Source: an optimization exercise on an open RTL-to-GDS flow (aim: small area, a short achievable clock period and few clock cycles per item). Production flows keep margins and buffers that such runs may drop.
The RTL was checked by simulation tests, not by an equivalence proof against the original design.

==> flow/design.v <==
module carry_norm (
    input  wire        clk,
    input  wire        rst,
    input  wire        in_valid,
    output wire        in_ready,
    input  wire [63:0] in_data,
    input  wire        in_last,
    output reg         out_valid,
    input  wire        out_ready,
    output wire [63:0] out_digit,
    output reg         out_last,
    output reg         out_err,
    output reg         out_topovf
);
    localparam [1:0] S_IDLE = 2'd0, S_RSH = 2'd1, S_ADD = 2'd2, S_DIV = 2'd3;
    reg        v0, v1;
    reg [63:0] x0, x1;
    reg        l0, l1;
    reg        drop;         
    reg        cz;           
    reg [63:0] c;            
    reg [6:0]  dig;          
    reg        full;         
    reg [1:0]  st;           
    reg [6:0]  cnt;          
    reg [3:0]  dly;          
    reg        sgn;          
    reg        rb, stk;      
    reg        cy;           
    reg        vneg;         
    assign in_ready  = !v1;
    assign out_digit = full ? c : {57'd0, dig};
    wire accept = in_valid && !v1;
    wire oslot  = !out_valid || out_ready;      
    wire adv    = v0 && (st == S_IDLE) && (drop || oslot);
    wire        f_sign = x0[63];
    wire [10:0] f_exp  = x0[62:52];
    wire [52:0] f_mant = {f_exp != 11'd0, x0[51:0]};
    wire        f_tiny = (f_exp < 11'd1022);             
    wire        f_bad  = (f_exp == 11'd2047) || (f_exp > 11'd1086) ||
                         ((f_exp == 11'd1086) && !(f_sign && x0[51:0] == 52'd0));
    wire        c_small = cz || (c[63:16] == 48'd0);
    wire        fast   = c_small && (f_tiny || (!f_sign && f_exp <= 11'd1043));
    wire [4:0]  sh5   = 5'd19 - f_exp[4:0];             
    wire [21:0] tsh   = f_mant[52:31] >> sh5;
    wire [20:0] ip    = f_tiny ? 21'd0 : tsh[21:1];
    wire        rbit  = !f_tiny && tsh[0];
    reg  [21:0] smask;
    integer k;
    always @(*)
        for (k = 0; k < 22; k = k + 1)
            smask[k] = (k <= sh5);
    wire        stkf  = (|f_mant[29:0]) || (|(f_mant[51:30] & smask));
    wire        rupf  = rbit & (stkf | ip[0]);
    wire [21:0] fv    = {1'b0, ip} + {6'd0, cz ? 16'd0 : c[15:0]} + {21'd0, rupf};
    wire [15:0] fq    = fv / 22'd100;
    wire [6:0]  fr    = fv % 22'd100;
    wire        ftop  = (fv > 22'd99);
    wire        a_bit  = ((dly == 4'd0) ? x0[0] : 1'b0) ^ sgn;
    wire        b_bit  = cz ? 1'b0 : c[0];
    wire        rup_s  = rb & (stk | x0[0]);
    wire        c_in   = (cnt == 7'd0) ? (rup_s ^ sgn) : cy;
    wire        s_bit  = a_bit ^ b_bit ^ c_in;
    wire        s_cy   = (a_bit & b_bit) | (a_bit & c_in) | (b_bit & c_in);
    wire        s_64   = sgn ^ b_bit ^ s_cy;
    wire        s_ovf  = (s_64 != s_bit);
    wire [63:0] vfin   = {s_bit, c[63:1]};
    wire        vtop   = vfin[63] || (|vfin[62:7]) || (vfin[6:0] > 7'd99);
    wire [7:0]  d_t    = {dig, c[63] ^ vneg};
    wire        d_ge   = (d_t >= 8'd100);
    wire [7:0]  d_r    = d_ge ? d_t - 8'd100 : d_t;
    wire        slow_end_err  = (st == S_ADD) && (cnt == 7'd63) && s_ovf;
    wire        slow_end_last = (st == S_ADD) && (cnt == 7'd63) && !s_ovf && l0;
    wire        slow_end_div  = (st == S_DIV) && (cnt == 7'd63);
    wire        start_slow = adv && !drop && !f_bad && !fast;
    wire        pop = (adv && !start_slow) || slow_end_err || slow_end_last || slow_end_div;
    always @(posedge clk) begin
        if (rst) begin
            v0         <= 1'b0;
            v1         <= 1'b0;
            drop       <= 1'b0;
            cz         <= 1'b1;
            full       <= 1'b0;
            st         <= S_IDLE;
            out_valid  <= 1'b0;
            out_last   <= 1'b0;
            out_err    <= 1'b0;
            out_topovf <= 1'b0;
        end else begin
            if (out_valid && out_ready)
                out_valid <= 1'b0;
            if (adv) begin
                if (drop) begin
                    if (l0)
                        drop <= 1'b0;
                end else if (f_bad) begin
                    out_valid <= 1'b1;
                    out_err   <= 1'b1;
                    out_last  <= 1'b1;
                    full      <= 1'b0;
                    cz        <= 1'b1;
                    drop      <= !l0;
                end else if (fast) begin
                    out_valid  <= 1'b1;
                    out_err    <= 1'b0;
                    out_last   <= l0;
                    out_topovf <= l0 && ftop;
                    full       <= l0;
                    dig        <= l0 ? fv[6:0] : fr;
                    c          <= l0 ? {42'd0, fv} : {48'd0, fq};
                    cz         <= l0;
                end else begin
                    x0[63:52] <= {11'd0, f_exp != 11'd0};
                    sgn       <= f_sign;
                    rb        <= 1'b0;
                    stk       <= 1'b0;
                    full      <= 1'b0;
                    if (f_exp >= 11'd1075) begin
                        st  <= S_ADD;
                        dly <= f_exp[3:0] - 4'd3;             
                        cnt <= 7'd0;
                    end else begin
                        st  <= S_RSH;
                        dly <= 4'd0;
                        cnt <= f_tiny ? 7'd54 : 7'd51 - f_exp[6:0];    
                    end
                end
            end
            case (st)
                S_RSH: begin
                    stk <= stk | rb;
                    rb  <= x0[0];
                    x0  <= {1'b0, x0[63:1]};
                    cnt <= cnt - 7'd1;
                    if (cnt == 7'd1) begin
                        st  <= S_ADD;
                        cnt <= 7'd0;
                    end
                end
                S_ADD: begin
                    if (dly == 4'd0)
                        x0 <= {1'b0, x0[63:1]};
                    else
                        dly <= dly - 4'd1;
                    c   <= vfin;
                    cy  <= s_cy;
                    cnt <= cnt + 7'd1;
                    if (cnt == 7'd63) begin
                        cz   <= 1'b0;
                        vneg <= s_bit;
                        dig  <= 7'd0;
                        st   <= S_DIV;
                        cnt  <= 7'd0;
                        if (s_ovf) begin
                            st        <= S_IDLE;
                            out_valid <= 1'b1;
                            out_err   <= 1'b1;
                            out_last  <= 1'b1;
                            cz        <= 1'b1;
                            drop      <= !l0;
                        end else if (l0) begin
                            st         <= S_IDLE;
                            out_valid  <= 1'b1;
                            out_err    <= 1'b0;
                            out_last   <= 1'b1;
                            out_topovf <= vtop;
                            full       <= 1'b1;
                            cz         <= 1'b1;
                        end
                    end
                end
                S_DIV: begin
                    c   <= {c[62:0], d_ge ^ vneg};
                    dig <= d_r[6:0];
                    cnt <= cnt + 7'd1;
                    if (cnt == 7'd63) begin
                        st         <= S_IDLE;
                        dig        <= vneg ? 7'd99 - d_r[6:0] : d_r[6:0];
                        out_valid  <= 1'b1;
                        out_err    <= 1'b0;
                        out_last   <= 1'b0;
                        out_topovf <= 1'b0;
                    end
                end
                default: ;
            endcase
            if (pop || !v0) begin
                if (v1) begin
                    x0 <= x1; l0 <= l1; v0 <= 1'b1; v1 <= 1'b0;
                end else begin
                    x0 <= in_data; l0 <= in_last; v0 <= accept;
                end
            end else if (accept) begin
                x1 <= in_data; l1 <= in_last; v1 <= 1'b1;
            end
        end
    end
endmodule
==> flow/run.sh <==
#!/bin/bash
# synth_recipe.tcl (not shown) runs the flow's synth.tcl, then flattens the netlist and writes it again
# the make line also repeats each setting of config.mk as NAME=value (left out here)
make -C /OpenROAD-flow-scripts/flow DESIGN_CONFIG=/design/flow/config.mk WORK_HOME=/design/flow/orfs CLKGATE_MAP_FILE= SYNTH_SCRIPT=/design/flow/synth_recipe.tcl finish
==> flow/config.mk <==
export PLATFORM = sky130hd
export DESIGN_NAME = carry_norm
export DESIGN_NICKNAME = carry_norm
export VERILOG_FILES = /design/flow/design.v
export SDC_FILE = /design/flow/constraint.sdc
export NUM_CORES = 4
export LEC_CHECK = 0
export ABC_AREA = 1
export CAP_MARGIN = 20
export CORE_MARGIN = 2
export CORE_UTILIZATION = 40
export SETUP_SLACK_MARGIN = 2
export SLEW_MARGIN = 20
==> flow/constraint.sdc <==
create_clock -name core_clock -period 100.0 [get_ports {clk}]
set_input_delay 20.0000 -clock core_clock [delete_from_list [all_inputs] [get_ports {clk}]]
set_output_delay 20.0000 -clock core_clock [all_outputs]
set_load 0.01 [all_outputs]
==> results.txt <==
FF-to-FF path depth=93; dpl ws=76310 ps; drt initial violations=1059; Slew Limit Fails=0; Seq/Total Area, Yosys=39.61%; most frequent cells in the layout=511 x nand2_1, 311 x inv_1, 217 x edfxtp_1; Max-cap violations=0; DRC=0; clock buffer depth=3; fin crit period=23120 ps; post-route cell area=19700 µm²; Routability Congestion=0.9177; TritonCTS clock tree=yes; WS Path Type=input port to flop; Crit. End Element=flop; DP HPWL=35220 µm; CTS root buffer=clkbuf_16; crit path launch type=input port; cts hold-fix bufs=0; Crit path required time=100180 ps; cells after synthesis=2218; first-pass GRT wire length=74830 µm; commonest non-fill, non-tap cell in the layout=nand2_1; Syn. warnings=1; final net count=2422; Async S/R FF share, synth=0%; final setup fails=0; via count=15230; syn_nets=2325; I/O pins=138; final worst setup slack=76880 ps; Reg2Reg Capture Point=dig[2]; HP Class=flop to flop; CTS clock-pin slew for the worst setup and hold paths=60 ps; drt wl/cell=16.24 µm; Resize count post-CTS=0; Chip Width=210.2 µm; worst rel slew slack=30.80%; Final Cycle Share=23.12%; Hold Fails Final Rpt=0; post-route ant nets=0; grt ovf=0; Post-Route Utilization=46.96%; setup TNS=0 ps; routed wire length=46590 µm; H-tree lvl count=1; area of the multi-input gates=8582 µm²; CP max FO=49; Setup crit end=x1[33]; Avg Inst Size Synth=7.667 µm²; Max Fclk=43.25 MHz; fillcell total=4186; number of library cell types mapped by synthesis=69; largest net degree at the start of global routing=90; reg2reg setup slack=86700 ps; R2R Path Start=x0[54]; die area=44180 µm²; DRT Pass-1 Iters=5; ANT cells=0; synthesized cell area=17010 µm²; Via density=5.310; outcome=no timing/DRC/antenna violations; Post-synth EDFFs=217; clock skew=14.70 ps; Area growth, synth to finish=15.82%; Num Clock Sinks=228; number of synthesized register bits=228; antenna violations before repair=0; core region area=41950 µm²; die height=210.2 µm; RSZ-0062 raised after global routing=false; Post-CTS Setup Bufs=0; num rows=75; IO buf count=137; FF/Latch Area=6739 µm²; CP Launch Point=out_ready; crit path DAT=23310 ps; Initial Util=40.54%; dpl cell area=18830 µm²; later-pin clock latency in the skew report=550 ps; Primary FF master, synth=edfxtp_1; worst slew pin tran=1037 ps; share of cells above drive strength 1=11.63%; Num CTS Buffers=27; gr usage total=20.67%; number of global-route vias before repair=14430
through the flow:
step           hold slack, ps  cells
2_1_floorplan           474.1   2218
3_3_place_gp            474.6   2825
3_5_place_dp            483.2   2825
4_1_cts                 511.4   2869
5_1_grt                 565.3   2869
6_report                515.0   2869
cells in the mapped netlist, types with 11 or more instances:
cell type,n,share of area [%]
nor3_1,19,0.56
inv_1,313,6.9
inv_2,25,0.55
dfxtp_1,11,1.3
nand2_2,82,3.0
nand2_4,35,2.3
a31oi_1,73,2.7
nand2_1,512,11
nand3_2,16,0.94
nand3_1,107,3.1
o221ai_1,26,1.3
nor4_1,25,0.92
o21ai_1,18,0.53
clkbuf_1,66,1.5
xnor2_1,13,0.67
o22ai_1,68,2.5
edfxtp_1,217,38
nor2_4,11,0.73
a21oi_1,62,1.8
nor2_1,200,4.4
nand4_1,21,0.77
o211ai_1,15,0.66
ha_1,35,2.6
xor2_1,30,1.5
o21ai_0,99,2.9
critical path, stage by stage:
cell and delay [ps]:
clkdlybuf4s50_1 470, nor2_1 120, nand2_1 90, nand3_1 110, inv_1 110, nand2_1 100
inv_1 80, nand2_1 240, nand2_1 220, nand2_4 240, inv_1 280, nand2_1 140
nor2_4 440, buf_4 620
area by class of cell:
type | instances | area share (%)
tap | 539 | 3.424
sequential | 228 | 34.21
clock buffer | 34 | 3.564
multi-input combinational | 1553 | 43.57
inverter | 353 | 6.867
clock inverter | 10 | 0.8258
timing repair buffer | 152 | 7.534
routing by layer:
| metal | wire [µm] | vias up | GRT usage (%) |
|---|---|---|---|
| met3 | 2050 | 49 | 2.414 |
| met5 | 0 | - | 0 |
| li1 | - | 7675 | - |
| met1 | 21360 | 7143 | 27.33 |
| met2 | 22250 | 367 | 36.15 |
| met4 | 940 | 0 | 4.916 |
cells by family (layout without fill, tap and decap cells):
family	count (synthesis)	count (layout)	synth area share [%]
muxes	8	8	0.4709
AOI/OAI and AO/OA	405	405	14.67
adders and majority gates	38	38	2.928
DFF	228	228	39.61
xor gates and xnor gates	44	44	2.310
buffers and inverters	437	549	10.16
and+or+nand+nor	1058	1058	29.85
state kept, by name (all words and copies together) (netlist names), 2 cells and up:
signal,count
x1,64
dly,4
st,2
dig,7
x0,64
c,64
cnt,7
worst min path at each step:
stage               from  cells after the start   end
floorplan           drop                      2  drop
global placement    full                      2  full
detailed placement  full                      2  full
CTS                 full                      2  full
global route        drop                      2  drop
finish              drop                      2  drop
Testbench counts, summed over its fixed seeds: cycles 18,530, items 18,514.

## afterwards: timing with drivers on the ports
Ports are ideal in the flow. The routed layout listed here was re-timed in OpenROAD.
Step 1, drivers: a clkbuf_16 drives clk and a buf_2 each remaining input, both assumed.
Step 2, shift: input delay + t, output delay - t, t = (earliest + latest rising clock arrival at the registers) / 2. This alone moves slack from input paths to output paths.
Slacks: no drivers / after step 1 / after step 2; pairs: no drivers / after step 1.
shift t [ns]: 0.599
setup slack, ns: 76.878 / 76.903 / 76.304
worst data-port slew with drivers (ns): 0.07
pins driven straight from the clock port: 1
After both steps this run still meets setup and hold. The setup slack of this run moves by +0.025 ns with the drivers and by -0.574 ns with both steps.
